This design comes from an exercise in tuning for small area and a short achievable clock period on the open sky130 flow, not from production work.
The RTL was checked by simulation tests, not by an equivalence proof against the original design.
Power and IR drop assume default switching activity.

==> flow/config.mk <==
export PLATFORM = sky130hd
export DESIGN_NAME = pfc
export DESIGN_NICKNAME = pfc
export VERILOG_FILES = /design/flow/design.v
export SDC_FILE = /design/flow/constraint.sdc
export NUM_CORES = 4
export LEC_CHECK = 0
export CAP_MARGIN = 20
export CORE_MARGIN = 2
export CORE_UTILIZATION = 55
export CTS_CLUSTER_DIAMETER = 80
export CTS_CLUSTER_SIZE = 30
export PLACE_DENSITY = 0.65
export SETUP_SLACK_MARGIN = 4.5
export SLEW_MARGIN = 20
export SYNTH_HIERARCHICAL = 1
==> flow/design.v <==
module pfc (
    input  wire        clk,
    input  wire        rst,
    input  wire        rx_valid,
    input  wire [7:0]  rx_data,
    input  wire        rx_closed,
    input  wire        tick,
    input  wire        h_we,
    input  wire        h_re,
    input  wire [7:0]  h_addr,
    input  wire [31:0] h_wdata,
    output reg  [31:0] h_rdata,
    output reg         o_raw_valid,
    output reg  [31:0] o_raw,
    output reg         o_ev_valid,
    output reg         o_ev_layout,
    output reg         o_ev_type,
    output reg  [1:0]  o_ev_code,
    output reg  [4:0]  o_ev_zone,
    output reg  [15:0] o_ev_key,
    output reg  [4:0]  o_ev_hours,
    output reg  [5:0]  o_ev_minutes,
    output reg         o_int_valid,
    output reg         o_int_kind,
    output reg  [15:0] o_int_chan,
    output reg  [15:0] o_int_payl,
    output reg  [5:0]  o_int_idx,
    output reg         o_timeout,
    output reg         o_part_valid,
    output reg  [1:0]  o_part_len,
    output reg  [23:0] o_part_bytes,
    output reg         o_fatal_valid,
    output reg  [1:0]  o_fatal_code,
    output wire [1:0]  o_run
);
    localparam integer N_RULES = 32;
    localparam [1:0] STARTING = 2'd0;
    localparam [1:0] RUNNING  = 2'd1;
    localparam [1:0] STOPPED  = 2'd2;
    reg  [1:0]  run;
    reg         stop_req;
    reg  [1:0]  cnt;
    reg  [7:0]  buf0, buf1, buf2;
    reg  [7:0]  tmo_cnt;
    reg         layout;
    reg  [7:0]  tmo_reload;
    reg  [N_RULES-1:0] cam_valid;
    reg  [15:0]        cam_key   [0:N_RULES-1];
    reg  [15:0]        cam_chan  [0:N_RULES-1];
    reg  [15:0]        cam_payl  [0:N_RULES-1];
    reg         m_kind;
    reg  [4:0]  m_idx;
    assign o_run = run;
    integer i;
    genvar gj, ge;
    wire [15:0] lk_key = {buf0, buf1};
    reg  [N_RULES-1:0] eq;
    always @(*) begin
        for (i = 0; i < N_RULES; i = i + 1)
            eq[i] = cam_valid[i] && (cam_key[i] == lk_key);
    end
    reg        lk_hit;
    reg [4:0]  lk_idx;
    always @(*) begin
        lk_hit = 1'b0;
        lk_idx = 5'd0;
        for (i = N_RULES - 1; i >= 0; i = i - 1) begin
            if (eq[i]) begin
                lk_hit = 1'b1;
                lk_idx = i[4:0];
            end
        end
    end
    always @(posedge clk) begin
        m_kind <= lk_hit & layout;
        m_idx  <= lk_idx;
    end
    reg [N_RULES-1:0] dsel;
    always @(*) begin
        for (i = 0; i < N_RULES; i = i + 1)
            dsel[i] = m_kind & (m_idx == i[4:0]);
    end
    wire [31:0] hit_n;                      
    generate
        for (gj = 0; gj < 32; gj = gj + 1) begin : g_disp
            wire [N_RULES-1:0] dcol;
            for (ge = 0; ge < N_RULES; ge = ge + 1) begin : g_e
                if (gj >= 16) begin : g_c
                    assign dcol[ge] = cam_chan[ge][gj-16];
                end else begin : g_p
                    assign dcol[ge] = cam_payl[ge][gj];
                end
            end
            pfc_selor32 u_or (.s(dsel), .d(dcol), .y_n(hit_n[gj]));
        end
    endgenerate
    wire [15:0] hit_chan = ~hit_n[31:16];
    wire [15:0] hit_payl = ~hit_n[15:0];
    wire        rd_en    = h_re && !rst;
    wire        cam_sel  = (h_addr[7:6] == 2'b01);
    wire [4:0]  rd_entry = h_addr[5:1];
    wire        rd_cam_en = rd_en & cam_sel;
    reg  [N_RULES-1:0] sel_k, sel_d;
    always @(*) begin
        for (i = 0; i < N_RULES; i = i + 1) begin
            sel_k[i] = (rd_entry == i[4:0]) & !h_addr[0];
            sel_d[i] = (rd_entry == i[4:0]) &  h_addr[0];
        end
    end
    wire [31:0] rdc_n;
    generate
        for (gj = 0; gj < 32; gj = gj + 1) begin : g_rd
            wire [N_RULES-1:0] dcol, kcol;
            for (ge = 0; ge < N_RULES; ge = ge + 1) begin : g_e
                if (gj >= 16) begin : g_c
                    assign dcol[ge] = cam_chan[ge][gj-16];
                end else begin : g_p
                    assign dcol[ge] = cam_payl[ge][gj];
                    assign kcol[ge] = cam_key[ge][gj];
                end
            end
            if (gj < 16) begin : g_lo
                pfc_selor64 u_or (.s({sel_k, sel_d}), .d({kcol, dcol}), .y_n(rdc_n[gj]));
            end else if (gj == 31) begin : g_v
                pfc_selor64 u_or (.s({sel_k, sel_d}), .d({cam_valid, dcol}), .y_n(rdc_n[gj]));
            end else begin : g_hi
                pfc_selor32 u_or (.s(sel_d), .d(dcol), .y_n(rdc_n[gj]));
            end
        end
    endgenerate
    reg  [31:0] rd_reg;
    always @(*) begin
        case (h_addr[2:0])
            3'd1: rd_reg = {16'd0, tmo_cnt, 3'd0, stop_req, cnt, run};
            3'd2: rd_reg = {31'd0, layout};
            3'd3: rd_reg = {24'd0, tmo_reload};
            3'd4: rd_reg = {buf0, buf1, buf2, 8'd0};
            3'd5: rd_reg = 32'h00000420;
            default: rd_reg = 32'd0;
        endcase
    end
    wire low_sel = (h_addr[7:3] == 5'd0);
    always @(*)
        h_rdata = ({32{rd_cam_en}} & ~rdc_n) | ({32{rd_en & low_sel}} & rd_reg);
    wire is_start = (run == STARTING);
    wire is_run   = (run == RUNNING);
    wire c0 = (cnt == 2'd0);
    wire c1 = (cnt == 2'd1);
    wire c2 = (cnt == 2'd2);
    wire c3 = (cnt == 2'd3);
    wire b   = is_run & rx_valid;           
    wire f   = b & c3;                      
    wire s_f = f & stop_req;                
    wire [1:0] cnt1 = b ? cnt + 2'd1 : cnt;
    wire       nz1  = b ? !c3 : !c0;        
    wire [7:0] buf0_1 = (b & c0) ? rx_data : buf0;
    wire [7:0] buf1_1 = (b & c1) ? rx_data : buf1;
    wire [7:0] buf2_1 = (b & c2) ? rx_data : buf2;
    wire       rl1    = b & (c0 | c3);
    wire [7:0] tmo1   = rl1 ? tmo_reload : tmo_cnt;
    wire       dec    = rl1 ? (tmo_reload[7:1] != 7'd0) : (tmo_cnt[7:1] != 7'd0);
    wire cl  = is_run & rx_closed & !s_f;
    wire tk2 = is_run & tick & !rx_closed & !s_f;
    wire exp = tk2 & !dec;                  
    wire s_t = exp & stop_req;
    wire stops = s_f | cl | s_t;
    wire clr   = f | cl | exp;              
    wire we0       = h_we & (h_addr == 8'h00);
    wire stop_cmd  = we0 & h_wdata[1];
    wire start_cmd = we0 & !h_wdata[1] & h_wdata[0];
    wire fire = !rst & f;
    wire lay1 = fire & layout;
    wire lay0 = fire & !layout;
    wire [15:0] w0 = {buf0, buf1};
    wire [4:0]  zone = w0[8:4];
    wire [1:0]  code = w0[11:10];
    wire zone_ok = !layout && (w0[12] == 1'b0) && (code[1] == 1'b0) &&
                   (zone != 5'd0) && (zone[4:3] == 2'd0 || zone == 5'd8);
    wire part = !rst & is_run & nz1 & (rx_closed | (tick & !dec));
    always @(*) begin
        o_raw_valid   = fire;
        o_raw         = {32{fire}} & {buf0, buf1, buf2, rx_data};
        o_ev_valid    = fire;
        o_ev_layout   = lay1;
        o_ev_type     = lay0 & w0[12];
        o_ev_code     = {2{lay0}} & code;
        o_ev_zone     = {5{lay0}} & zone;
        o_ev_key      = {16{lay1}} & w0;
        o_ev_hours    = {5{fire}} & buf2[7:3];
        o_ev_minutes  = {6{fire}} & {buf2[1:0], rx_data[7:4]};
        o_int_valid   = fire & (m_kind | zone_ok);
        o_int_kind    = fire & m_kind;
        o_int_chan    = {16{fire}} & (hit_chan | ({16{zone_ok}} & {11'd0, zone}));
        o_int_payl    = {16{fire}} & (hit_payl | ({16{zone_ok}} & {14'd0, code}));
        o_int_idx     = {6{fire & m_kind}} & {1'b0, m_idx};
        o_timeout     = !rst & exp & !nz1;
        o_part_valid  = part;
        o_part_len    = {2{part}} & cnt1;
        o_part_bytes  = {24{part}} & {buf0_1, buf1_1, buf2_1};
        o_fatal_valid = !rst & cl;
        o_fatal_code  = {2{!rst & cl}};
    end
    wire cfg_we = h_we && is_start;
    always @(posedge clk) begin
        if (rst) begin
            run        <= STARTING;
            stop_req   <= 1'b0;
            cnt        <= 2'd0;
            buf0       <= 8'd0;
            buf1       <= 8'd0;
            buf2       <= 8'd0;
            tmo_cnt    <= 8'd0;
            layout     <= 1'b0;
            tmo_reload <= 8'd1;
        end else begin
            if (is_start) begin
                if (stop_cmd)
                    run <= STOPPED;
                else if (start_cmd) begin
                    run     <= RUNNING;
                    tmo_cnt <= tmo_reload;
                end
            end
            if (is_run) begin
                if (stops) begin
                    run      <= STOPPED;
                    stop_req <= 1'b0;
                    tmo_cnt  <= 8'd0;
                end else begin
                    if (stop_cmd)
                        stop_req <= 1'b1;
                    if (tk2)
                        tmo_cnt <= dec ? tmo1 - 8'd1 : tmo_reload;
                    else
                        tmo_cnt <= tmo1;
                end
                cnt  <= clr ? 2'd0 : cnt1;
                buf0 <= clr ? 8'd0 : buf0_1;
                buf1 <= clr ? 8'd0 : buf1_1;
                buf2 <= clr ? 8'd0 : buf2_1;
            end
            if (cfg_we && h_addr == 8'h02)
                layout <= h_wdata[0];
            if (cfg_we && h_addr == 8'h03)
                tmo_reload <= (h_wdata[7:0] == 8'd0) ? 8'd1 : h_wdata[7:0];
        end
    end
    wire [31:0] cam_wd  = h_wdata & {32{~rst}};
    wire        cam_we  = cfg_we && cam_sel;
    reg  [N_RULES-1:0] we_key, we_data;
    always @(*) begin
        for (i = 0; i < N_RULES; i = i + 1) begin
            we_key[i]  = rst | (cam_we && rd_entry == i[4:0] && !h_addr[0]);
            we_data[i] = rst | (cam_we && rd_entry == i[4:0] &&  h_addr[0]);
        end
    end
    integer k;
    always @(posedge clk) begin
        for (k = 0; k < N_RULES; k = k + 1) begin
            if (we_key[k]) begin
                cam_valid[k] <= cam_wd[31];
                cam_key[k]   <= cam_wd[15:0];
            end
            if (we_data[k]) begin
                cam_chan[k]  <= cam_wd[31:16];
                cam_payl[k]  <= cam_wd[15:0];
            end
        end
    end
endmodule
module pfc_or8 (input wire [7:0] s, input wire [7:0] d, output wire y);
    assign y = |(s & d);
endmodule
module pfc_nor16 (input wire [15:0] s, input wire [15:0] d, output wire y_n);
    wire a, b;
    pfc_or8 u0 (.s(s[7:0]),  .d(d[7:0]),  .y(a));
    pfc_or8 u1 (.s(s[15:8]), .d(d[15:8]), .y(b));
    assign y_n = ~(a | b);
endmodule
module pfc_selor32 (input wire [31:0] s, input wire [31:0] d, output wire y_n);
    wire [1:0] o_n;
    pfc_nor16 u0 (.s(s[15:0]),  .d(d[15:0]),  .y_n(o_n[0]));
    pfc_nor16 u1 (.s(s[31:16]), .d(d[31:16]), .y_n(o_n[1]));
    assign y_n = o_n[0] & o_n[1];
endmodule
module pfc_selor64 (input wire [63:0] s, input wire [63:0] d, output wire y_n);
    wire [3:0] o_n;
    genvar g;
    generate
        for (g = 0; g < 4; g = g + 1) begin : g_o
            pfc_nor16 u (.s(s[16*g+15:16*g]), .d(d[16*g+15:16*g]), .y_n(o_n[g]));
        end
    endgenerate
    assign y_n = &o_n;
endmodule
==> flow/flow/run.sh <==
#!/bin/bash
# Standard layout (the standard.sh), with plain minimum-size buffers on
# the ports instead of the default delay-cell port buffers.
export BUFFER_PORTS_ARGS="-buffer_cell sky130_fd_sc_hd__buf_1"
bash standard.sh > standard.log 2>&1
==> flow/standard.sh <==
#!/bin/bash
# synth_recipe.tcl (not shown) runs the flow's synth.tcl, then flattens the netlist and writes it again
# the make line also repeats each setting of config.mk as NAME=value (left out here)
make -C /OpenROAD-flow-scripts/flow DESIGN_CONFIG=/design/flow/config.mk WORK_HOME=/design/flow/orfs CLKGATE_MAP_FILE= SYNTH_SCRIPT=/design/flow/synth_recipe.tcl "${@:-finish}"
==> flow/constraint.sdc <==
create_clock -name core_clock -period 12.0 [get_ports {clk}]
set_input_delay 2.4000 -clock core_clock [delete_from_list [all_inputs] [get_ports {clk}]]
set_output_delay 2.4000 -clock core_clock [all_outputs]
set_load 0.01 [all_outputs]
==> results of run 1 <==
==> state kept, by name (all words and copies together), names as in the netlist <==
signal	cells
stop_req	1
cnt	2
layout	1
cam_key	512
buf2	8
cam_chan	512
cam_valid	32
run	2
tmo_reload	8
tmo_cnt	8
buf0	8
m_idx	5
buf1	8
cam_payl	512
m_kind	1
==> Yosys stat by module, one instance, submodules excluded <==
| module | flip-flops and latches | times used | area, um2 |
|---|---|---|---|
| pfc | 1620 | 1 | 58800 |
| pfc_or8 | 0 | 324 | 36.3 |
| pfc_selor64 | 0 | 17 | 8.76 |
| pfc_selor32 | 0 | 47 | 6.26 |
| pfc_nor16 | 0 | 162 | 3.75 |
==> cell families (layout without fill, tap and decap cells) <==
kind of cell / count (synthesis) / count (layout) / share of synthesized area, %
DFF: 1620 / 1620 / 67.2
AOI/OAI and AO/OA: 1495 / 1495 / 15.2
and+or+nand+nor: 1269 / 1272 / 9.39
xor gates and xnor gates: 514 / 514 / 6.29
buffers and inverters: 168 / 598 / 1.21
muxes: 40 / 40 / 0.561
adders and majority gates: 5 / 5 / 0.0874
other: 1 / 5 / 0.00524
==> what timing repair did <==
item / in CTS / in global routing
pin swaps: 17 / 8
gates resized for setup: 141 / 30
cloned: 3 / 0
setup endpoints to repair: 113 / 56
setup buffers: 19 / 10
==> power groups by stage <==
stage / clock, W / combinational, W / sequential, W
after global routing: 0.00333 / 0.000640 / 0.00676
after CTS: 0.00315 / 0.000605 / 0.00672
after detailed placement: 0 / 0.000588 / 0.00685
final: 0.00317 / 0.000626 / 0.00672
after global placement: 0 / 0.000583 / 0.00683
after floorplan: 0 / 0.000287 / 0.00682
==> routing by layer <==
layer,track usage (%),vias to the layer above
met5,0,-
met4,23.7,20
met3,8.71,799
met2,59.6,4162
met1,52.9,26485
li1,-,21720
==> synth_stat cells (all sizes together), types with 5 or more instances <==
master  count  share of area (%)
or3         9              0.079
nand2b     10              0.087
a21oi      23               0.16
dfxtp      52                1.5
or2         7              0.061
o22ai      17               0.15
nand2     120               0.63
nor4       69               0.60
nand3      30               0.21
xnor2     366                4.5
clkbuf     72               0.38
and4       17               0.21
buf        82               0.76
nor2b      51               0.45
xor2      148                1.8
and2       90               0.79
nor3       23               0.16
nand4     413                3.6
o21ai     107               0.75
a211oi     11               0.12
a22oi    1303                 14
edfxtp   1568                 66
nor2      367                1.9
o31ai       5              0.052
ha          5              0.087
mux2i      39               0.55
inv        14              0.073
and3       54               0.47
==> per-stage QoR <==
stage	total power, W	cells
2_1_floorplan	0.00710	5112
3_3_place_gp	0.00742	7130
5_1_grt	0.0107	7287
6_report	0.0105	7291
4_1_cts	0.0105	7271
3_5_place_dp	0.00744	7132
==> worst paths after layout <==
| path | to | slack [ns] |
|---|---|---|
| worst max register to register | m_idx[1] | 7.98 |
| worst min register to register | run[0] | 0.55 |
| worst max-delay path | h_rdata[1] | 4.33 |
| worst min-delay path | run[0] | 0.55 |
==> critical path: stages <==
cell and delay (ns):
clkbuf_8 0.27, or3_1 0.48, nor2_4 0.14, buf_4 0.24, a22oi_1 0.32, nand4_1 0.43
nor2_2 0.31, and4_2 0.35, o22ai_1 0.11, buf_1 0.17
==> layout by cell type, fill, tap and decap left out, types with 12 or more instances in the layout <==
master | netlist | final
clkbuf_16 | 0 | 75
xor2_1 | 148 | 148
o21ai_4 | 0 | 34
o22ai_1 | 17 | 16
o21ai_1 | 1 | 36
nor2_2 | 1 | 22
nor2b_2 | 0 | 13
nand3_1 | 30 | 27
and2_1 | 88 | 88
nor2b_4 | 0 | 19
mux2i_1 | 39 | 39
nor2b_1 | 51 | 19
buf_6 | 2 | 12
buf_4 | 48 | 211
nand4_1 | 413 | 413
nor3_1 | 23 | 22
edfxtp_1 | 1568 | 1568
xnor2_1 | 366 | 366
nor4_1 | 69 | 64
dfxtp_2 | 0 | 16
a22oi_2 | 0 | 22
buf_12 | 0 | 13
dfxtp_1 | 52 | 36
buf_1 | 1 | 221
o21ai_0 | 106 | 35
nor2_1 | 366 | 287
a21oi_1 | 23 | 23
nand2_1 | 120 | 114
and3_1 | 54 | 45
nor2_4 | 0 | 60
a22oi_1 | 1303 | 1281
==> final cells by class <==
type	count	area, um2
diodes	4	10.0
clock buffers	84	1930
clock inverters	33	458
fillers	9903	49600
inverters	14	71.3
multi-input cells	3327	24000
flip-flops and latches	1620	48100
well taps	1742	2180
repair buffers	467	2940
==> qor.yml, run 1 <==
clock_network:
  cts_max_level: 3
  cts_hold_buf: 0
  cts_buffer_depth: 3
  cts.sinks: 1620
  clock_latency_ns: 0.77
  clkTransAtPathRegs_ns: 0.10
  root_buffer: "clkbuf_16"
  numCtsBuffers: 73
  tritoncts: "done"
min_path:
  min_path_type: "reg2reg"
  hold_start: "stop_req"
  min_path_cells: 1
grt:
  grt_max_degree: 65
  grt_overflow: 0
  grt_pass1_vias: 49368
  grt_pass1_wl_um: 370000
  antenna_found_initial: 23
  grt_usage_pct: 39.6
timing:
  max_slew_margin_pct: 17.4
  drv_slew: 0
  hold_viol_final: 0
  worst_slew_pin_slew_ns: 1.24
  hold_slack_ns: 0.554
  fin_crit_ns: 7.67
  fin_tns_setup_ns: 0
  fin_skew_ns: 0.0338
  min_period_over_period_pct: 63.9
  fmax_mhz: 130
  fin_ws_ns: 4.33
  rsz0062_at_grt: "true"
  finalSetupViolations: 0
synthesis:
  synth_ff_type: "edfxtp_1"
  ys_seq_area_share_pct: 67.2
  ys_ff_latch: 1620
  syn_nets: 5172
  synth_cell_type_count: 60
  synthArstFlopShare_pct: 0
  avgSynthCellArea_um2: 14.0
  synth_edf_count: 1568
  synth_area_um2: 71600
  ys_warn_count: 10
  syn_inst: 5112
cells_and_area:
  layout-drive-gt1-share_pct: 10.8
  final_area_um2: 79700
  area_growth_pct: 11.4
  post-route-util_pct: 61.6
  nNetsFinal: 5563
worst_setup_path:
  critPathArrivalTime_ns: 5.27
  crit_fanout: 29
  r2r_start: "buf1[3]"
  critical_path_class: "in2out"
  cp.required_ns: 9.60
  rr_worst_depth: 9
  crit_start: "h_addr[0]"
  critPathLaunchType: "primary input"
  end_kind: "output pin"
die:
  die_w_um: 365
  die_area_um2: 133000
  rows: 132
  ios: 230
  floorplan.core_area_um2: 129000
  die_h_um: 365
  start_util_pct: 55.3
routing:
  via_per_inst: 7.29
  vias: 53186
  met2_length_um: 120000
  met1Wirelength_um: 95700
  wl_per_cell_um: 36.8
  drc: 0
  totalWireLength_um: 268000
  topRoutingLayerUsed: "met5"
  drt_iter0_drc: 9386
  dr.pass1.iters: 9
  wl_met3_um: 33100
  ant_nets: 0
power_and_ir_drop:
  switchingPower_w: 0.00254
  peakVddDrop_uv: 126
  intPower_w: 0.00798
  combPwrFrac_pct: 6.0
  seqPwrFrac_pct: 63.9
  p_per_area_nw_per_um2: 132
  pwr-share-clk_pct: 30.1
  netSwitchingFraction_pct: 24.1
  p_leak_nw: 25.7
placed_design:
  detailed_place_hpwl_um: 165000
  numPortBuffers: 228
  placed_area_um2: 76200
  gp_congestion: 1.03
  dp_worst_setup_slack_ns: 3.09
outcome:
  status: "no timing/DRC/antenna violations"
job:
  drv_cap: 0
==> inputs of run 2 (changes only) <==
--- a/flow/config.mk
+++ b/flow/config.mk
@@ -11,6 +11,6 @@
 export CTS_CLUSTER_DIAMETER = 80
 export CTS_CLUSTER_SIZE = 30
 export PLACE_DENSITY = 0.65
-export SETUP_SLACK_MARGIN = 4.5
+export SETUP_SLACK_MARGIN = 5
 export SLEW_MARGIN = 20
 export SYNTH_HIERARCHICAL = 1
==> run 2 against run 1 <==
Cell count grew 3.3%; final area increased by 6.0%; highest routed layer unchanged; critical path depth grew 1; critical endpoint is now h_rdata[11].
==> qor.yml, run 2 <==
worst_setup_path:
  critPathArrivalTime_ns: 4.83  # -0.44 ns
  crit_start: "h_addr[4]"
  rr_worst_depth: 9  # unchanged
  end_kind: "output pin"
  endpoint: "h_rdata[11]"
  critical_path_class: "in2out"
  critPathLaunchType: "primary input"
  r2r_end: "m_idx[0]"
  r2r_start: "buf0[6]"
  cp.required_ns: 9.60  # about the same
  rrSetupSlack_ns: 7.54  # -0.44 ns
  crit_fanout: 5  # -83%
grt:
  grt_overflow: 0  # unchanged
  grt_usage_pct: 42.6  # +3.1 points
  antenna_found_initial: 10  # -57%
  grt_pass1_vias: 51139  # +3.6%
  grt_max_degree: 65  # unchanged
  grt_pass1_wl_um: 396000  # +7.1%
routing:
  ant_nets: 0  # unchanged
  totalWireLength_um: 296000  # +10%
  drt_iter0_drc: 10151  # +8.2%
  via_per_inst: 7.48  # +2.5%
  vias: 56332  # +5.9%
  dr.pass1.iters: 7  # -2
  drc: 0  # unchanged
  wl_per_cell_um: 39.3  # +6.8%
power_and_ir_drop:
  seqPwrFrac_pct: 62.7  # -1.2 points
  intPower_w: 0.00806  # +1.1%
  p_leak_nw: 27.7  # +7.6%
  pwr-share-clk_pct: 30.3  # +0.2 points
  netSwitchingFraction_pct: 24.9  # +0.74 points
  switchingPower_w: 0.00267  # +5.2%
  combPwrFrac_pct: 6.9  # +0.9 points
  peakVddDrop_uv: 162  # +29%
  p_per_area_nw_per_um2: 127  # -3.7%
cells_and_area:
  final_common_cell: "edfxtp_1"
  fin_cells: 7531  # +3.3%
  final_cell_mix: "1568 x edfxtp_1, 1171 x a22oi_1, 413 x nand4_1"
  layout-drive-gt1-share_pct: 18.9  # +8.0 points
  top_regs: "cam_chan: 512 flops, cam_key: 512 flops, cam_payl: 512 flops"
  area_growth_pct: 18.0
  nNetsFinal: 5792  # +4.1%
die:
  die_h_um: 365  # unchanged
  floorplan.core_area_um2: 129000  # unchanged
  ios: 230  # unchanged
  rows: 132  # unchanged
  die_w_um: 365  # unchanged
  die_area_um2: 133000  # unchanged
  start_util_pct: 55.3  # unchanged
timing:
  fin_tns_setup_ns: 0  # unchanged
  hold_viol_final: 0  # unchanged
  fmax_mhz: 138  # +6.0%
  max_slew_margin_pct: 18.6  # +1.2 points
  finalSetupViolations: 0  # unchanged
  worst_slew_pin_slew_ns: 1.22  # -0.0149 ns
  min_period_over_period_pct: 60.3  # -3.6 points
  rsz0062_at_grt: "true"
  fin_ws_ns: 4.77  # +0.436 ns
  fin_crit_ns: 7.23  # -0.436 ns
  fin_skew_ns: 0.0374  # +0.00365 ns
  drv_slew: 0  # unchanged
clock_network:
  root_buffer: "clkbuf_16"
  clkTransAtPathRegs_ns: 0.10  # about the same
  cts_hold_buf: 0  # unchanged
  tritoncts: "done"
  numCtsBuffers: 76  # +4.1%
  cts_max_level: 3  # unchanged
  cts_buffer_depth: 3  # unchanged
  clock_latency_ns: 0.76  # about the same
  cts.sinks: 1620  # unchanged
synthesis:
  synth_area_um2: 71600  # unchanged
  synth_top_area_share_pct: 65.8  # unchanged
  synth_cell_type_count: 60  # unchanged
  avgSynthCellArea_um2: 14.0  # unchanged
  ys_warn_count: 10  # unchanged
  syn_inst: 5112  # unchanged
  synth_edf_count: 1568  # unchanged
  ys_ff_latch: 1620  # unchanged
  synth_area_leaders: "edfxtp_1 66%, a22oi_1 14%, xnor2_1 4.5%, nand4_1 3.6%, nor2_1 1.9%"
  synthArstFlopShare_pct: 0  # unchanged
  ys_seq_area_share_pct: 67.2  # unchanged
  yosys-top-cells-count: "1568 x edfxtp_1, 1303 x a22oi_1, 413 x nand4_1, 366 x nor2_1, 366 x xnor2_1"
  synth_area_leader_cell: "edfxtp_1"
  syn_nets: 5172  # unchanged
  synthMostInstantiatedCell: "edfxtp_1"
  synth_ff_type: "edfxtp_1"
outcome:
  status: "no timing/DRC/antenna violations"
placed_design:
  gp_congestion: 1.03  # +0.22%
  dp.cells: 7114  # -0.25%
  dp_worst_setup_slack_ns: 3.10  # +0.00948 ns
  numPortBuffers: 228  # unchanged
  detailed_place_hpwl_um: 166000  # +0.55%
job:
  drv_cap: 0  # unchanged
min_path:
  min_path_type: "reg2reg"
[run 2: changes by cell type in the layout (fill, tap and decap cells not counted), moves of 41 or more]
cell	change
a22oi_1	-110
nor2_1	-44
buf_12	+64
a22oi_2	+110
nor2_4	+41
buf_4	+51
[run 2: worst min-delay path by stage]
stage,slack (ns),to,from,depth (start not counted)
2_1_floorplan,0.47,run[0],stop_req,1
3_3_place_gp,0.52,run[0],stop_req,1
4_1_cts,0.55,run[0],stop_req,1
3_5_place_dp,0.52,run[0],stop_req,1
5_1_grt,0.57,run[0],stop_req,1
6_report,0.56,run[0],stop_req,1
[run 2: area by class of cell]
type	instances	area [um2]
clock inverter	48	616
inverter	14	80.1
sequential	1620	48100
timing repair buffer	642	5780
fill	9386	44800
multi-input combinational	3376	25700
antenna	8	20.0
tap	1742	2180
timing repair inverter	2	16.3
clock buffer	79	1910
[run 2: metal layers]
layer	global-route usage, %	up-vias	part of all wire (%)	wire length, um
li1	-	22298	-	-
met1	55.8	27769	34	99900
met2	62.6	5125	43	127000
met3	13.7	1134	16	46300
met4	24.9	6	7.7	22800
met5	0	-	0.010	31
[run 2: Yosys stat by module, one instance, submodules excluded]
module / cell area, um2 / flip-flops and latches
pfc_or8: 36.3 / 0
pfc_selor32: 6.26 / 0
pfc_selor64: 8.76 / 0
pfc_nor16: 3.75 / 0
pfc: 58800 / 1620
[run 2: critical path, cell delays in order]
cell     delay [ns]
buf_12         0.12
nor3b_4        0.16
buf_6          0.14
and3_4         0.26
buf_4          0.19
a22oi_1        0.20
nand4_1        0.27
nor2_4         0.47
and4_4         0.36
o22ai_2        0.08
buf_2          0.17
[run 2: power by group through the flow]
stage | Combinational [W] | Sequential, W | Clock, W
floorplan | 0.000288 | 0.00682 | 0
global placement | 0.000586 | 0.00683 | 0
detailed placement | 0.000592 | 0.00685 | 0
CTS | 0.000693 | 0.00673 | 0.00324
global route | 0.000747 | 0.00677 | 0.00342
finish | 0.000744 | 0.00674 | 0.00325
[run 2: kinds of logic (layout without fill, tap and decap cells)]
group / Yosys count / in the layout / share of synthesized area, %
mux: 40 / 40 / 0.561
simple gates: 1269 / 1321 / 9.39
other cells: 1 / 9 / 0.00524
xor+xnor: 514 / 514 / 6.29
buf+inv: 168 / 785 / 1.21
compound gates: 1495 / 1495 / 15.2
fa+ha+maj: 5 / 5 / 0.0874
flops: 1620 / 1620 / 67.2
[run 2: per-stage QoR]
step	utilization, %	total power (W)	hold slack (ns)	instance area [um2]
after floorplan	-	0.00710	0.470	71600
after global placement	58.8	0.00742	0.525	76100
after detailed placement	58.8	0.00744	0.519	76100
after CTS	63.9	0.0107	0.547	82700
after global routing	65.3	0.0109	0.574	84500
final	65.3	0.0107	0.556	84500
[run 2: timing repair]
action,4_1_cts,5_1_grt
resized for setup,572,115
setup buffers,103,80
gates cloned,60,31
endpoints found under the setup margin,169,70
pin swaps,186,128
==> inputs of run 3 (changes only) <==
--- a/flow/config.mk
+++ b/flow/config.mk
@@ -11,6 +11,6 @@
 export CTS_CLUSTER_DIAMETER = 80
 export CTS_CLUSTER_SIZE = 30
 export PLACE_DENSITY = 0.65
-export SETUP_SLACK_MARGIN = 5
+export SETUP_SLACK_MARGIN = 4.8
 export SLEW_MARGIN = 20
 export SYNTH_HIERARCHICAL = 1
==> run 3 against run 2 <==
Worst hold slack better by 0.0040 ns; critical path type unchanged; clock skew down 0.0067 ns; sequential cell count unchanged; fmax down 1.8%; setup slack lost 0.13 ns; routed wire length is 9.5% lower; final area is 3.9% lower; critical path depth rose by 1; first-iteration DRC count decreased by 6.6%.
==> qor.yml, run 3 <==
routing:
  vias: 53625  # -4.8%
  totalWireLength_um: 268000  # -9.5%
  via_per_inst: 7.31  # -2.2%
  dr.pass1.iters: 13  # +6
  drt_iter0_drc: 9476  # -6.6%
  drc: 0  # unchanged
  wl_per_cell_um: 36.6  # -7.0%
  ant_nets: 0  # unchanged
timing:
  finalSetupViolations: 0  # unchanged
  hold_viol_final: 0  # unchanged
  drv_slew: 0  # unchanged
  fin_crit_ns: 7.36  # +0.130 ns
  fin_tns_setup_ns: 0  # unchanged
  fin_skew_ns: 0.0308  # -0.00667 ns
  rsz0062_at_grt: "true"
  max_slew_margin_pct: 16.7  # -1.9 points
  min_period_over_period_pct: 61.4  # +1.1 points
  fmax_mhz: 136  # -1.8%
  worst_slew_pin_slew_ns: 1.25  # +0.0258 ns
clock_network:
  cts_hold_buf: 0  # unchanged
  clock_latency_ns: 0.72  # -0.04 ns
  tritoncts: "done"
  cts_max_level: 3  # unchanged
  cts_buffer_depth: 3  # unchanged
  root_buffer: "clkbuf_16"
  cts.sinks: 1620  # unchanged
  numCtsBuffers: 76  # unchanged
  clkTransAtPathRegs_ns: 0.09  # about the same
die:
  start_util_pct: 55.3  # unchanged
  die_area_um2: 133000  # unchanged
  die_w_um: 365  # unchanged
  ios: 230  # unchanged
  floorplan.core_area_um2: 129000  # unchanged
  die_h_um: 365  # unchanged
  rows: 132  # unchanged
placed_design:
  detailed_place_hpwl_um: 164000  # -1.1%
  numPortBuffers: 228  # unchanged
  gp_congestion: 0.989  # -3.9%
  dp.cells: 7118  # +0.056%
worst_setup_path:
  cpPeakStageDelay_ns: 0.40  # -0.07 ns
  critPathArrivalTime_ns: 4.96  # +0.13 ns
  r2r_start: "buf1[5]"
  slowest_stage: "nand4_1"
  crit_fanout: 17  # +12
  cp.required_ns: 9.60  # about the same
  crit_chain: "buf_4 > nor2_2 > buf_8 > nand2_1 > nor2_1 > buf_4 > a22oi_1 > nand4_1 > nor2_1 > and4_4 > o22ai_1 > buf_2"
  cp_top_family: "simple AND/OR/NAND/NOR gates"
  critical_path_class: "in2out"
  end_kind: "output pin"
  critPathLaunchType: "primary input"
  crit_buf_inv: 4  # unchanged
  crit_start: "h_addr[1]"
grt:
  antenna_found_initial: 12  # +2
  grt_usage_pct: 39.5  # -3.1 points
  grt_max_degree: 65  # unchanged
  grt_overflow: 0  # unchanged
  grt_pass1_vias: 49520  # -3.2%
  grt_pass1_wl_um: 371000  # -6.4%
synthesis:
  synth_cell_type_count: 60  # unchanged
  synth_ff_type: "edfxtp_1"
  synth_area_leaders: "edfxtp_1 66%, a22oi_1 14%, xnor2_1 4.5%, nand4_1 3.6%, nor2_1 1.9%"
  yosys-top-cells-count: "1568 x edfxtp_1, 1303 x a22oi_1, 413 x nand4_1, 366 x nor2_1, 366 x xnor2_1"
  synth_edf_count: 1568  # unchanged
  ys_warn_count: 10  # unchanged
  synthArstFlopShare_pct: 0  # unchanged
  syn_nets: 5172  # unchanged
  synth_area_leader_cell: "edfxtp_1"
  avgSynthCellArea_um2: 14.0  # unchanged
  synth_top_area_share_pct: 65.8  # unchanged
  syn_inst: 5112  # unchanged
  synth_area_um2: 71600  # unchanged
  ys_seq_area_share_pct: 67.2  # unchanged
  ys_ff_latch: 1620  # unchanged
  synthMostInstantiatedCell: "edfxtp_1"
cells_and_area:
  multi_input_area_um2: 24400  # -5.0%
  layout-drive-gt1-share_pct: 13.5  # -5.3 points
  nNetsFinal: 5601  # -3.3%
  top_regs: "cam_chan: 512 flops, cam_key: 512 flops, cam_payl: 512 flops"
  area_growth_pct: 13.4
  final_common_cell: "edfxtp_1"
  fin_cells: 7333  # -2.6%
  fill_cells: 9858  # +5.0%
  final_cell_mix: "1568 x edfxtp_1, 1252 x a22oi_1, 413 x nand4_1"
  regArea_um2: 48100  # about the same
min_path:
  hold_start: "tmo_cnt[7]"
  min_path_type: "reg2reg"
outcome:
  status: "no timing/DRC/antenna violations"
power_and_ir_drop:
  p_per_area_nw_per_um2: 132  # +3.8%
  p_leak_nw: 26.4  # -4.6%
  peakVddDrop_uv: 122  # -25%
job:
  drv_cap: 0  # unchanged
## run 3: changes by cell type in the layout (fill, tap and decap cells not counted), moves of 20 or more
cell     previous run  this run
a22oi_1          1171      1252
a22oi_2           132        51
buf_4             262       210
buf_12             77        33
and3_4             45        12
nor2_4            101        73
nor2_1            243       264
buf_6              47        27
## run 3: logic make-up after synthesis
logic type,after synthesis,share of synthesized area (%)
flops,1620,67.2
compound gates,1495,15.2
simple gates,1269,9.39
mux,40,0.561
other cells,1,0.00524
fa+ha+maj,5,0.0874
buf+inv,168,1.21
xor+xnor,514,6.29
## run 3: report_power, final
part	internal, W	leakage (nW)	switching, W
clock	0.00139	1.27	0.00193
combinational	0.000179	8.53	0.000482
sequential	0.00655	16.6	0.000176
total	0.00812	26.4	0.00258
## run 3: worst register-to-register path, stage by stage, from the launching register on
cell     delay [ns]
dfxtp_2        0.51
buf_4          0.46
buf_4          0.54
xor2_1         0.16
nor4_1         0.31
nand4_1        0.19
nor4_1         0.79
nor3_1         0.32
o21ai_0        0.16
a41oi_1        0.10
o22ai_1        0.48
## run 3: cell type report
type,instances,area share [%]
clock buffers,85,2.54
diodes,1,0.00308
well taps,1742,2.68
multi-input cells,3326,30.1
repair buffers,503,4.62
clock inverters,42,0.672
flip-flops and latches,1620,59.3
inverters,14,0.0786
## run 3: metal layers
| layer | global-route usage, % | wire length, um | vias to the layer above |
|---|---|---|---|
| met4 | 23.0 | 19300 | 10 |
| li1 | - | - | 21816 |
| met2 | 59.7 | 120000 | 4280 |
| met5 | 0 | 55 | - |
| met1 | 52.7 | 94700 | 26712 |
| met3 | 8.94 | 34100 | 807 |
## run 3: path summary, 6_finish.rpt
check | slack, ns | endpoint | cells after the start
min | 0.56 | tmo_cnt[7] | 2
min reg2reg | 0.56 | tmo_cnt[7] | 2
max | 4.64 | h_rdata[14] | 12
max reg2reg | 7.80 | m_idx[0] | 10
## run 3: repair_timing
action	in CTS	in global routing
resized for setup	308	76
gates cloned	5	1
setup endpoints to repair	68	71
pin swaps	81	53
setup buffers	57	14
## run 3: per-module statistics from Yosys, one instance, submodules excluded
module,copies in the design,flip-flops and latches,cell area (um2)
pfc_or8,324,0,36.3
pfc,1,1620,58800
pfc_selor64,17,0,8.76
pfc_nor16,162,0,3.75
pfc_selor32,47,0,6.26
## run 3: through the flow
stage | total power (W) | utilization, % | hold slack [ns] | area, um2 | worst slack, ns
final | 0.0107 | 62.8 | 0.560 | 81200 | 4.64
after global routing | 0.0109 | 62.8 | 0.601 | 81200 | 4.67
after CTS | 0.0107 | 62.3 | 0.550 | 80500 | 4.71
after detailed placement | 0.00744 | 58.9 | 0.528 | 76200 | 3.12
after global placement | 0.00742 | 58.8 | 0.516 | 76100 | 3.16
after floorplan | 0.00710 | - | 0.470 | 71600 | 4.81
==> inputs of run 4 (changes only) <==
--- a/flow/design.v
+++ b/flow/design.v
@@ -91,7 +91,7 @@
                     assign dcol[ge] = cam_payl[ge][gj];
                 end
             end
-            pfc_selor32 u_or (.s(dsel), .d(dcol), .y_n(hit_n[gj]));
+            pfc_dselor32 u_or (.s(dsel), .d(dcol), .y_n(hit_n[gj]));
         end
     endgenerate
     wire [15:0] hit_chan = ~hit_n[31:16];
@@ -124,7 +124,7 @@
             end else if (gj == 31) begin : g_v
                 pfc_selor64 u_or (.s({sel_k, sel_d}), .d({cam_valid, dcol}), .y_n(rdc_n[gj]));
             end else begin : g_hi
-                pfc_selor32 u_or (.s(sel_d), .d(dcol), .y_n(rdc_n[gj]));
+                pfc_dselor32 u_or (.s(sel_d), .d(dcol), .y_n(rdc_n[gj]));
             end
         end
     endgenerate
@@ -293,3 +293,23 @@
     endgenerate
     assign y_n = &o_n;
 endmodule
+module pfc_aoi222 (input wire [2:0] s, input wire [2:0] d, output wire y);
+    assign y = ~((s[0] & d[0]) | (s[1] & d[1]) | (s[2] & d[2]));
+endmodule
+module pfc_or12 (input wire [11:0] s, input wire [11:0] d, output wire y);
+    wire [3:0] a;
+    genvar g;
+    generate
+        for (g = 0; g < 4; g = g + 1) begin : g_a
+            pfc_aoi222 u (.s(s[3*g+2:3*g]), .d(d[3*g+2:3*g]), .y(a[g]));
+        end
+    endgenerate
+    assign y = ~&a;
+endmodule
+module pfc_dselor32 (input wire [31:0] s, input wire [31:0] d, output wire y_n);
+    wire a, b, c;
+    pfc_or12 u0 (.s(s[11:0]),  .d(d[11:0]),  .y(a));
+    pfc_or12 u1 (.s(s[23:12]), .d(d[23:12]), .y(b));
+    pfc_or8  u2 (.s(s[31:24]), .d(d[31:24]), .y(c));
+    assign y_n = ~(a | b | c);
+endmodule
==> run 4 against run 3 <==
Critical path depth decreased by 1; combinational power grew 2%; total power rose by 0.58%; global-route usage increased by 3.8 points; worst hold slack gained 0.0092 ns; register-to-register slack improved by 0.02 ns; fmax decreased by 1.6%; sequential cell count unchanged; die area is 1.3% lower; area after synthesis fell by 1.3%; critical path type unchanged; largest cell class unchanged.
==> qor.yml, run 4 <==
worst_setup_path:
  critical_path_class: "in2out"
  critPathArrivalTime_ns: 5.08  # +0.12 ns
  cp.required_ns: 9.60  # about the same
  end_kind: "output pin"
  crit_start: "h_addr[1]"
  r2r_start: "buf0[2]"
  critPathLaunchType: "primary input"
  crit_fanout: 16  # -1
routing:
  wl_per_cell_um: 41.8  # +14%
  via_per_inst: 7.80  # +6.7%
  ant_nets: 0  # unchanged
  totalWireLength_um: 293000  # +9.3%
  drt_iter0_drc: 11840  # +25%
  drc: 0  # unchanged
  dr.pass1.iters: 10  # -3
  vias: 54656  # +1.9%
cells_and_area:
  fin_cells: 7007  # -4.4%
  multi_input_area_um2: 23300  # -4.6%
  final_cell_mix: "1568 x edfxtp_1, 716 x a22oi_1, 376 x a222oi_1"
  fill_cells: 9623  # -2.4%
  top_regs: "cam_chan: 512 flops, cam_key: 512 flops, cam_payl: 512 flops"
  layout-drive-gt1-share_pct: 15.5  # +2.0 points
  final_common_cell: "edfxtp_1"
  regArea_um2: 48100  # unchanged
  post-route-util_pct: 63.4  # +0.58 points
  area_growth_pct: 14.4
  final_area_um2: 80800  # -0.48%
  nNetsFinal: 5342  # -4.6%
synthesis:
  syn_inst: 4783  # -6.4%
  synth_ff_type: "edfxtp_1"
  synthArstFlopShare_pct: 0  # unchanged
  synthMostInstantiatedCell: "edfxtp_1"
  synth_area_leader_cell: "edfxtp_1"
  syn_nets: 4843  # -6.4%
  synth_area_leaders: "edfxtp_1 67%, a22oi_1 7.9%, a222oi_1 5.3%, xnor2_1 4.5%, nand4_1 3.2%"
  ys_warn_count: 10  # unchanged
  avgSynthCellArea_um2: 14.8  # +5.5%
  synth_edf_count: 1568  # unchanged
  synth_area_um2: 70600  # -1.3%
  ys_ff_latch: 1620  # unchanged
  ys_seq_area_share_pct: 68.1  # +0.90 points
  synth_top_area_share_pct: 66.7  # +0.88 points
  synth_cell_type_count: 62  # +3.3%
  yosys-top-cells-count: "1568 x edfxtp_1, 739 x a22oi_1, 376 x a222oi_1, 366 x nand4_1, 366 x xnor2_1"
placed_design:
  placed_area_um2: 75200  # -1.3%
  dp.cells: 6729  # -5.5%
  numPortBuffers: 228  # unchanged
  detailed_place_hpwl_um: 177000  # +8.0%
  gp_congestion: 0.996  # +0.78%
timing:
  finalSetupViolations: 0  # unchanged
  fin_tns_setup_ns: 0  # unchanged
  fmax_mhz: 134  # -1.6%
  fin_skew_ns: 0.0309  # +0.000174 ns
  max_slew_margin_pct: 15.2  # -1.5 points
  min_period_over_period_pct: 62.3  # +0.98 points
  hold_viol_final: 0  # unchanged
  drv_slew: 0  # unchanged
  fin_crit_ns: 7.48  # +0.117 ns
  rsz0062_at_grt: "true"
  worst_slew_pin_slew_ns: 1.27  # +0.0240 ns
clock_network:
  cts_max_level: 3  # unchanged
  tritoncts: "done"
  root_buffer: "clkbuf_16"
  clock_latency_ns: 0.73  # about the same
  numCtsBuffers: 77  # +1.3%
  clkTransAtPathRegs_ns: 0.10  # about the same
  cts_buffer_depth: 3  # unchanged
  cts_hold_buf: 0  # unchanged
  cts.sinks: 1620  # unchanged
die:
  die_w_um: 362  # -0.65%
  start_util_pct: 55.4  # about the same
  rows: 131  # -0.76%
  floorplan.core_area_um2: 128000  # -1.4%
  ios: 230  # unchanged
  die_h_um: 362  # -0.65%
  die_area_um2: 131000  # -1.3%
power_and_ir_drop:
  intPower_w: 0.00812  # about the same
  p_per_area_nw_per_um2: 133  # +1.1%
  peakVddDrop_uv: 145  # +19%
  p_leak_nw: 26.6  # +0.68%
  combPwrFrac_pct: 6.3  # about the same
  switchingPower_w: 0.00264  # +2.3%
  pwr-share-clk_pct: 31.2  # +0.2 points
  netSwitchingFraction_pct: 24.6  # +0.42 points
  seqPwrFrac_pct: 62.6  # -0.3 points
grt:
  grt_pass1_vias: 50428  # +1.8%
  grt_max_degree: 65  # unchanged
  grt_usage_pct: 43.2  # +3.8 points
  grt_pass1_wl_um: 395000  # +6.7%
  antenna_found_initial: 16  # +4
  grt_overflow: 0  # unchanged
min_path:
  min_path_type: "reg2reg"
  hold_start: "stop_req"
outcome:
  status: "no timing/DRC/antenna violations"
job:
  drv_cap: 0  # unchanged
==> run 4: cell count changes in the layout (fill, tap and decap cells not counted), moves of 46 or more <==
cell      change
buf_4        +50
nor3_2       +46
nand4_1      -47
a222oi_1    +376
and2_1       -48
nor2_1       -96
a22oi_1     -536
==> run 4: worst max-delay path, stage by stage <==
cell	delay, ns
buf_12	0.11
nor2b_4	0.14
buf_12	0.13
buf_12	0.15
and3_4	0.21
buf_12	0.18
a222oi_1	0.31
nand4_1	0.66
nor3_2	0.43
o21ai_4	0.14
buf_6	0.18
==> run 4: path summary, 6_finish.rpt <==
check / end / slack [ns] / depth (start not counted)
worst max-delay path: h_rdata[19] / 4.52 / 11
worst max register to register: m_idx[4] / 7.82 / 9
worst min-delay path: run[0] / 0.57 / 1
worst min register to register: run[0] / 0.57 / 1
==> run 4: cell type report <==
type / instances / area share, %
Tap cell: 1662 / 2.57
Multi-Input combinational cell: 3001 / 28.8
Clock buffer: 90 / 2.53
Timing Repair inverter: 1 / 0.00619
Inverter: 14 / 0.0898
Timing Repair Buffer: 567 / 5.60
Clock inverter: 43 / 0.736
Antenna cell: 9 / 0.0279
Sequential cell: 1620 / 59.6
==> run 4: per-layer routing <==
layer / vias to the layer above / GRT usage [%] / part of all wire, %
met4: 4 / 29.6 / 8.8
met1: 27118 / 56.8 / 33
met2: 5226 / 63.8 / 43
met5: - / 0 / 0.0082
li1: 21306 / - / -
met3: 1002 / 10.6 / 15
==> run 4: per-stage QoR <==
stage | power, W | setup slack [ns] | hold slack, ns
after floorplan | 0.00710 | 4.81 | 0.470
after global placement | 0.00743 | 3.01 | 0.543
after detailed placement | 0.00745 | 3.02 | 0.557
after CTS | 0.0107 | 4.78 | 0.583
after global routing | 0.0110 | 4.52 | 0.601
final | 0.0108 | 4.52 | 0.569
==> run 4: cell families after synthesis <==
logic type	after synthesis	share of synthesized area [%]
flops	1620	68.1
compound gates	1307	14.8
simple gates	1128	8.85
xor+xnor	514	6.37
buf+inv	168	1.22
mux	40	0.569
fa+ha+maj	5	0.0886
other cells	1	0.00531
==> run 4: repair_timing <==
action / 4_1_cts / 5_1_grt
setup endpoints to repair: 135 / 60
buffers inserted: 66 / 42
resized for setup: 268 / 99
pin swaps: 48 / 62
hold endpoints to repair: 0 / 0
cloned: 16 / 10
==> run 4: modules after synthesis (local to each module, per instance) <==
module / cell area, um2 / copies in the design / flip-flops and latches / cells
pfc_selor64: 8.76 / 17 / 0 / 1
pfc: 58800 / 1 / 1620 / 3266
pfc_or8: 36.3 / 183 / 0 / 5
pfc_nor16: 3.75 / 68 / 0 / 1
pfc_or12: 6.26 / 94 / 0 / 1
pfc_aoi222: 10.0 / 376 / 0 / 1
pfc_dselor32: 10.0 / 47 / 0 / 1
==> run 4: power by group through the flow <==
stage | Combinational, W | Clock (W) | Sequential (W)
floorplan | 0.000288 | 0 | 0.00681
global placement | 0.000582 | 0 | 0.00685
detailed placement | 0.000589 | 0 | 0.00686
CTS | 0.000631 | 0.00334 | 0.00673
global route | 0.000680 | 0.00352 | 0.00677
finish | 0.000674 | 0.00335 | 0.00674
==> inputs of run 5 (changes only) <==
--- a/flow/design.v
+++ b/flow/design.v
@@ -124,7 +124,7 @@
             end else if (gj == 31) begin : g_v
                 pfc_selor64 u_or (.s({sel_k, sel_d}), .d({cam_valid, dcol}), .y_n(rdc_n[gj]));
             end else begin : g_hi
-                pfc_dselor32 u_or (.s(sel_d), .d(dcol), .y_n(rdc_n[gj]));
+                pfc_selor32 u_or (.s(sel_d), .d(dcol), .y_n(rdc_n[gj]));
             end
         end
     endgenerate
==> run 5 against run 4 <==
Still clean; final area decreased by 0.75%; combinational power decreased by 1%; cell count increased by 0.60%; clock power decreased by 4%; die area increased by 0.42%; synthesized cell count increased by 2.2%; clock skew increased by 0.015 ns; count of clock-buffer cells in the layout decreased by 5; highest routed layer unchanged.
==> qor.yml, run 5 <==
placed_design:
  gp_congestion: 1.01  # +1.3%
  numPortBuffers: 228  # unchanged
  detailed_place_hpwl_um: 179000  # +0.85%
  placed_area_um2: 75400  # +0.30%
clock_network:
  clock_latency_ns: 0.75  # +0.02 ns
  root_buffer: "clkbuf_16"
  numCtsBuffers: 75  # -2.6%
  tritoncts: "done"
  clkTransAtPathRegs_ns: 0.10  # about the same
  cts_max_level: 3  # unchanged
  cts.sinks: 1620  # unchanged
  cts_hold_buf: 0  # unchanged
  cts_buffer_depth: 3  # unchanged
synthesis:
  syn_nets: 4948  # +2.2%
  ys_warn_count: 10  # unchanged
  ys_ff_latch: 1620  # unchanged
  synth_cell_type_count: 62  # unchanged
  synthMostInstantiatedCell: "edfxtp_1"
  synth_edf_count: 1568  # unchanged
  yosys-top-cells-count: "1568 x edfxtp_1, 919 x a22oi_1, 381 x nand4_1, 366 x xnor2_1, 302 x nor2_1"
  avgSynthCellArea_um2: 14.5  # -1.7%
  synth_area_leader_cell: "edfxtp_1"
  synth_top_area_share_pct: 66.4  # -0.28 points
  ys_seq_area_share_pct: 67.8  # -0.29 points
  synth_area_leaders: "edfxtp_1 66%, a22oi_1 9.7%, xnor2_1 4.5%, a222oi_1 3.6%, nand4_1 3.4%"
  synth_ff_type: "edfxtp_1"
  syn_inst: 4888  # +2.2%
  synth_area_um2: 70900  # +0.43%
  synthArstFlopShare_pct: 0  # unchanged
timing:
  worst_slew_pin_slew_ns: 1.23  # -0.0454 ns
  fmax_mhz: 136  # +2.0%
  fin_crit_ns: 7.34  # -0.145 ns
  hold_slack_ns: 0.545  # -0.0237 ns
  finalSetupViolations: 0  # unchanged
  max_slew_margin_pct: 18.3  # +3.1 points
  rsz0062_at_grt: "true"
  fin_tns_setup_ns: 0  # unchanged
  fin_skew_ns: 0.0461  # +0.0151 ns
  min_period_over_period_pct: 61.1  # -1.2 points
  hold_viol_final: 0  # unchanged
  drv_slew: 0  # unchanged
routing:
  dr.pass1.iters: 10  # unchanged
  vias: 54876  # +0.40%
  wl_per_cell_um: 41.6  # -0.55%
  drt_iter0_drc: 11800  # -0.34%
  totalWireLength_um: 293000  # about the same
  via_per_inst: 7.78  # -0.20%
  ant_nets: 0  # unchanged
  drc: 0  # unchanged
worst_setup_path:
  slowest_stage: "and3_4"
  rrSetupSlack_ns: 7.67  # -0.15 ns
  crit_chain: "buf_4 > nor2b_1 > buf_6 > and3_4 > buf_8 > a22oi_1 > nand4_1 > nor2_1 > and2_1 > o21ai_1 > buf_1"
  r2r_end: "m_idx[0]"
  crit_fanout: 22  # +6
  cp_top_family: "simple AND/OR/NAND/NOR gates"
  endpoint: "h_rdata[18]"
  critPathLaunchType: "primary input"
  crit_buf_inv: 4  # -1
  cp.required_ns: 9.60  # about the same
  crit_start: "h_addr[2]"
  critPathArrivalTime_ns: 4.94  # -0.14 ns
  cpPeakStageDelay_ns: 0.41  # -0.25 ns
  rr_worst_depth: 10  # +1
  critical_path_class: "in2out"
  end_kind: "output pin"
  r2r_start: "buf0[2]"
  cp.depth: 11  # unchanged
power_and_ir_drop:
  p_leak_nw: 26.2  # -1.6%
  peakVddDrop_uv: 115  # -21%
  p_per_area_nw_per_um2: 133  # -0.52%
grt:
  grt_pass1_vias: 50065  # -0.72%
  grt_max_degree: 65  # unchanged
  antenna_found_initial: 24  # +8
  grt_overflow: 0  # unchanged
  grt_pass1_wl_um: 399000  # +0.83%
  grt_usage_pct: 43.3  # +0.060 points
die:
  rows: 131  # unchanged
  die_w_um: 363  # +0.21%
  start_util_pct: 55.5  # +0.093 points
  ios: 230  # unchanged
  die_h_um: 363  # +0.21%
  die_area_um2: 132000  # +0.42%
  floorplan.core_area_um2: 128000  # +0.26%
cells_and_area:
  area_growth_pct: 13.0
  layout-drive-gt1-share_pct: 15.0  # -0.47 points
  final_common_cell: "edfxtp_1"
  fill_cells: 9505  # -1.2%
  nNetsFinal: 5390  # +0.90%
  top_regs: "cam_chan: 512 flops, cam_key: 512 flops, cam_payl: 512 flops"
  final_cell_mix: "1568 x edfxtp_1, 861 x a22oi_1, 381 x nand4_1"
  final_area_um2: 80200  # -0.75%
job:
  drv_cap: 0  # unchanged
outcome:
  status: "no timing/DRC/antenna violations"
min_path:
  min_path_type: "reg2reg"
run 5: cell count changes in the layout (fill, tap and decap cells not counted), sizes merged, moves of 4 or more:
cell,delta
nor2,+34
a222oi,-120
a22oi,+180
and2,+16
nor3,-15
clkbuf,-6
nand4,+15
clkinvlp,-4
buf,-53
run 5: Yosys stat by module (local to each module, per instance):
module	copies in the design	area, um2
pfc_dselor32	32	10.0
pfc_aoi222	256	10.0
pfc_selor64	17	8.76
pfc_nor16	98	3.75
pfc_or8	228	36.3
pfc_or12	64	6.26
pfc_selor32	15	6.26
pfc	1	58800
run 5: cell type report:
type / count / area, um2 / share of cell area (%)
inverters: 14 / 71.3 / 0.0889
clock buffers: 85 / 1950 / 2.43
multi-input cells: 3109 / 23800 / 29.7
diodes: 10 / 25.0 / 0.0312
well taps: 1662 / 2080 / 2.59
clock inverters: 39 / 498 / 0.621
repair buffers: 510 / 3600 / 4.48
flip-flops and latches: 1620 / 48100 / 60.0
run 5: how the worst min path moves through the flow:
stage / from / endpoint / slack [ns] / depth (start not counted)
finish: stop_req / run[0] / 0.55 / 1
global route: stop_req / run[0] / 0.59 / 1
CTS: stop_req / run[0] / 0.54 / 1
detailed placement: stop_req / run[0] / 0.52 / 1
global placement: stop_req / run[0] / 0.52 / 1
floorplan: stop_req / run[0] / 0.47 / 1
run 5: cell families (layout without fill, tap and decap cells):
group / count (synthesis) / in the layout / synth area share (%)
AO/OA/AOI/OAI: 1367 / 1367 / 14.9
adder cells (fa/ha/maj): 5 / 5 / 0.0882
multiplexers: 40 / 40 / 0.566
XOR/XNOR: 514 / 514 / 6.35
AND/OR/NAND/NOR: 1173 / 1182 / 9.02
buffers and inverters: 168 / 648 / 1.22
flip-flops: 1620 / 1620 / 67.8
other: 1 / 11 / 0.00529
run 5: repair_timing:
item / 4_1_cts / 5_1_grt
gates resized for setup: 321 / 100
buffers inserted: 38 / 28
gates cloned: 4 / 12
endpoints found under the setup margin: 137 / 56
pin swaps: 63 / 59
run 5: where the power goes:
part	internal, W	switching (W)	total (W)
Clock	0.00127	0.00194	0.00321
Combinational	0.000175	0.000493	0.000667
Sequential	0.00656	0.000194	0.00675
Total	0.00800	0.00263	0.0106
run 5: stage by stage:
stage               total power [W]  cells  utilization [%]  setup slack (ns)
CTS                          0.0106   6998             62.1              4.75
global placement            0.00745   6832             59.0              2.85
finish                       0.0106   7049             62.7              4.66
detailed placement          0.00746   6832             59.0              2.75
global route                 0.0108   7041             62.7              4.71
floorplan                   0.00710   4888                -              4.81
run 5: metal layers:
metal	vias up	global-route usage [%]	part of all wire, %
li1	21378	-	-
met1	27275	56.8	34
met2	5191	64.0	43
met3	1010	11.8	15
met4	22	27.6	8.1
met5	-	0	0.046
==> inputs of run 6 (changes only) <==
--- a/flow/design.v
+++ b/flow/design.v
@@ -124,7 +124,7 @@
             end else if (gj == 31) begin : g_v
                 pfc_selor64 u_or (.s({sel_k, sel_d}), .d({cam_valid, dcol}), .y_n(rdc_n[gj]));
             end else begin : g_hi
-                pfc_selor32 u_or (.s(sel_d), .d(dcol), .y_n(rdc_n[gj]));
+                pfc_dselor32 u_or (.s(sel_d), .d(dcol), .y_n(rdc_n[gj]));
             end
         end
     endgenerate
@@ -284,14 +284,16 @@
     assign y_n = o_n[0] & o_n[1];
 endmodule
 module pfc_selor64 (input wire [63:0] s, input wire [63:0] d, output wire y_n);
-    wire [3:0] o_n;
+    wire [5:0] o;
     genvar g;
     generate
         for (g = 0; g < 4; g = g + 1) begin : g_o
-            pfc_nor16 u (.s(s[16*g+15:16*g]), .d(d[16*g+15:16*g]), .y_n(o_n[g]));
+            pfc_or12 u (.s(s[12*g+11:12*g]), .d(d[12*g+11:12*g]), .y(o[g]));
         end
     endgenerate
-    assign y_n = &o_n;
+    pfc_or8 u4 (.s(s[55:48]), .d(d[55:48]), .y(o[4]));
+    pfc_or8 u5 (.s(s[63:56]), .d(d[63:56]), .y(o[5]));
+    assign y_n = ~|o;
 endmodule
 module pfc_aoi222 (input wire [2:0] s, input wire [2:0] d, output wire y);
     assign y = ~((s[0] & d[0]) | (s[1] & d[1]) | (s[2] & d[2]));
==> run 6 against run 5 <==
Register-to-register slack better by 0.08 ns; still clean on timing, DRC and antenna; combinational power up 2%; critical path type unchanged; total power is 0.26% lower; sequential power hardly changed; fmax is 7.9% lower.
==> qor.yml, run 6 <==
routing:
  via_per_inst: 8.02  # +3.0%
  totalWireLength_um: 291000  # -0.68%
  dr.pass1.iters: 13  # +3
  drc: 0  # unchanged
  wl_per_cell_um: 43.5  # +4.6%
  ant_nets: 0  # unchanged
  drt_iter0_drc: 13784  # +17%
  vias: 53671  # -2.2%
die:
  rows: 130  # -0.76%
  start_util_pct: 55.6  # +0.098 points
  die_h_um: 361  # -0.67%
  floorplan.core_area_um2: 126000  # -1.5%
  die_area_um2: 130000  # -1.3%
  ios: 230  # unchanged
  die_w_um: 361  # -0.67%
grt:
  grt_usage_pct: 42.8  # -0.47 points
  antenna_found_initial: 15  # -38%
  grt_max_degree: 65  # unchanged
  grt_pass1_vias: 48806  # -2.5%
  grt_pass1_wl_um: 390000  # -2.2%
  grt_overflow: 0  # unchanged
clock_network:
  tritoncts: "done"
  cts_hold_buf: 0  # unchanged
  clock_latency_ns: 0.75  # about the same
  cts_max_level: 3  # unchanged
  clkTransAtPathRegs_ns: 0.11  # about the same
  cts_buffer_depth: 3  # unchanged
  cts.sinks: 1620  # unchanged
  root_buffer: "clkbuf_16"
  numCtsBuffers: 75  # unchanged
synthesis:
  ys_seq_area_share_pct: 68.8  # +0.93 points
  synthMostInstantiatedCell: "edfxtp_1"
  ys_ff_latch: 1620  # unchanged
  syn_inst: 4562  # -6.7%
  synth_ff_type: "edfxtp_1"
  synth_edf_count: 1568  # unchanged
  synth_area_um2: 70000  # -1.4%
  synth_area_leader_cell: "edfxtp_1"
  avgSynthCellArea_um2: 15.3  # +5.7%
  synthArstFlopShare_pct: 0  # unchanged
  ys_warn_count: 10  # unchanged
  synth_top_area_share_pct: 67.3  # +0.91 points
  yosys-top-cells-count: "1568 x edfxtp_1, 648 x a222oi_1, 366 x xnor2_1, 332 x nand4_1, 331 x a22oi_1"
  syn_nets: 4622  # -6.6%
  synth_area_leaders: "edfxtp_1 67%, a222oi_1 9.3%, xnor2_1 4.6%, a22oi_1 3.6%, nand4_1 3.0%"
  synth_cell_type_count: 61  # -1.6%
timing:
  hold_viol_final: 0  # unchanged
  finalSetupViolations: 0  # unchanged
  worst_slew_pin_slew_ns: 1.24  # +0.0195 ns
  min_period_over_period_pct: 66.4  # +5.3 points
  rsz0062_at_grt: "true"
  drv_slew: 0  # unchanged
  fin_tns_setup_ns: 0  # unchanged
  fin_ws_ns: 4.03  # -0.633 ns
  hold_slack_ns: 0.547  # +0.00207 ns
  fin_skew_ns: 0.0470  # +0.000909 ns
  max_slew_margin_pct: 16.9  # -1.4 points
  fin_crit_ns: 7.97  # +0.633 ns
  fmax_mhz: 125  # -7.9%
power_and_ir_drop:
  peakVddDrop_uv: 126  # +9.6%
  power.total_w: 0.0106  # -0.26%
  p_leak_nw: 26.0  # -0.45%
  p_per_area_nw_per_um2: 134  # +1.2%
worst_setup_path:
  critical_path_class: "in2out"
  endpoint: "h_rdata[5]"
  critPathLaunchType: "primary input"
  rr_worst_depth: 9  # -1
  rrSetupSlack_ns: 7.75  # +0.08 ns
  critPathArrivalTime_ns: 5.57  # +0.63 ns
  end_kind: "output pin"
  r2r_end: "m_idx[3]"
  cp.required_ns: 9.60  # about the same
  r2r_start: "buf0[5]"
  crit_fanout: 17  # -23%
  crit_start: "h_addr[2]"
cells_and_area:
  layout-drive-gt1-share_pct: 14.9  # -0.10 points
  final_common_cell: "edfxtp_1"
  fin_cells: 6694  # -5.0%
  area_growth_pct: 12.9  # about the same
  nNetsFinal: 5060  # -6.1%
  top_regs: "cam_chan: 512 flops, cam_key: 512 flops, cam_payl: 512 flops"
  final_cell_mix: "1568 x edfxtp_1, 648 x a222oi_1, 366 x xnor2_1"
placed_design:
  detailed_place_hpwl_um: 174000  # -2.9%
  dp.cells: 6493  # -5.0%
  dp_worst_setup_slack_ns: 3.05  # +0.291 ns
  gp_congestion: 1.09  # +7.6%
  numPortBuffers: 228  # unchanged
min_path:
  min_path_type: "reg2reg"
outcome:
  status: "no timing/DRC/antenna violations"
job:
  drv_cap: 0  # unchanged
-- run 6: cell count changes in the layout (fill, tap and decap cells not counted), moves of 12 or more --
| cell | before | now |
|---|---|---|
| a22oi_1 | 861 | 302 |
| a222oi_1 | 256 | 648 |
| nand4_1 | 381 | 332 |
| nor2_1 | 198 | 154 |
| nor2_2 | 51 | 11 |
| a22oi_2 | 58 | 29 |
| nor2_4 | 62 | 43 |
| nor3_2 | 32 | 51 |
| or4_4 | 0 | 17 |
| and2_1 | 55 | 40 |
| nor3_4 | 2 | 16 |
| and4_4 | 12 | 0 |
-- run 6: timing repair --
item                                    in CTS  in global routing
buffers inserted                            30                 25
pin swaps                                   93                 88
cloned                                       5                 15
resized for setup                          214                 96
endpoints found under the setup margin     110                 34
-- run 6: stage by stage --
stage / instance area (um2) / util, %
2_1_floorplan: 70000 / -
4_1_cts: 78100 / 62.1
3_5_place_dp: 74600 / 59.2
5_1_grt: 79000 / 62.8
6_report: 79000 / 62.8
3_3_place_gp: 74500 / 59.2
-- run 6: per-module statistics from Yosys (local to each module, per instance) --
module,flops+latches,cells,area [um2]
pfc_aoi222,0,1,10.0
pfc,1620,3266,58800
pfc_dselor32,0,1,10.0
pfc_or12,0,1,6.26
pfc_or8,0,5,36.3
pfc_selor64,0,2,17.5
-- run 6: worst min-delay path by stage --
stage / cells past startpoint / end / start
after floorplan: 1 / run[0] / stop_req
after global placement: 1 / run[0] / stop_req
after detailed placement: 1 / run[0] / stop_req
after CTS: 1 / run[0] / stop_req
after global routing: 2 / buf0[6] / buf0[6]
final: 2 / buf0[7] / buf0[7]
-- run 6: cell type report --
type | instances | area (um2)
Tap cell | 1650 | 2060
Timing Repair Buffer | 509 | 3690
Antenna cell | 5 | 12.5
Fill cell | 9422 | 46900
Clock inverter | 33 | 420
Multi-Input combinational cell | 2780 | 22700
Clock buffer | 83 | 1960
Sequential cell | 1620 | 48200
Inverter | 14 | 75.1
-- run 6: cells by family after synthesis --
| family | count (synthesis) | synth area share (%) |
|---|---|---|
| other cells | 1 | 0.00536 |
| flops | 1620 | 68.8 |
| compound gates | 1171 | 14.4 |
| xor+xnor | 514 | 6.43 |
| mux | 40 | 0.574 |
| fa+ha+maj | 5 | 0.0894 |
| buf+inv | 168 | 1.24 |
| simple gates | 1043 | 8.47 |
-- run 6: routing by layer --
| metal | part of all wire (%) | GRT usage, % |
|---|---|---|
| met5 | 0.083 | 0 |
| met4 | 8.6 | 27.5 |
| met3 | 17 | 11.2 |
| met2 | 42 | 63.1 |
| met1 | 32 | 56.7 |
-- run 6: worst max-delay path, stage by stage --
cell,delay (ns)
buf_12,0.11
nor2_1,0.05
buf_4,0.21
nand2_4,0.13
nor2_1,0.04
buf_4,0.19
a222oi_1,0.80
nand4_1,0.38
or4_4,0.63
nor3_4,0.27
o22ai_4,0.16
buf_2,0.18
-- run 6: where the power goes --
part	switching (W)	leakage (nW)	internal, W	total (W)
clock	0.00192	1.17	0.00126	0.00317
sequential	0.000193	16.6	0.00655	0.00675
combinational	0.000502	8.27	0.000180	0.000683
total	0.00261	26.0	0.00799	0.0106

port drivers added, routing unchanged:
The results above use ideal ports. As a check the final layouts listed here were re-extracted and re-timed, cells and wires unchanged. Step 1 (the two cells are an assumption about what drives the block):
set clk [get_ports {clk}]
set_driving_cell -lib_cell sky130_fd_sc_hd__clkbuf_16 $clk
set_driving_cell -lib_cell sky130_fd_sc_hd__buf_2 [delete_from_list [all_inputs] $clk]
Step 2 times the ports against the registers' clock, not the clock port: input delays grow and output delays shrink by t, the midpoint of the rising clock arrivals with the driver on. Three values: ideal, step 1, step 2; two values: the first two.
run | t (ns) | setup WS [ns] | pins driven straight from the clock port
run 1 | 0.825 | 4.330 / 4.293 / 4.293 | 1
run 2 | 0.823 | 4.767 / 4.609 / 4.609 | 1
run 3 | 0.794 | 4.637 / 4.534 / 4.534 | 1
run 4 | 0.803 | 4.519 / 4.444 / 4.444 | 1
run 5 | 0.801 | 4.664 / 4.465 / 4.465 | 1
run 6 | 0.809 | 4.031 / 3.903 / 3.903 | 1
After both steps setup and hold are still met in every run listed. The setup slack of run 5, which loses most, moves by -0.199 ns with the drivers and by -0.199 ns with both steps.
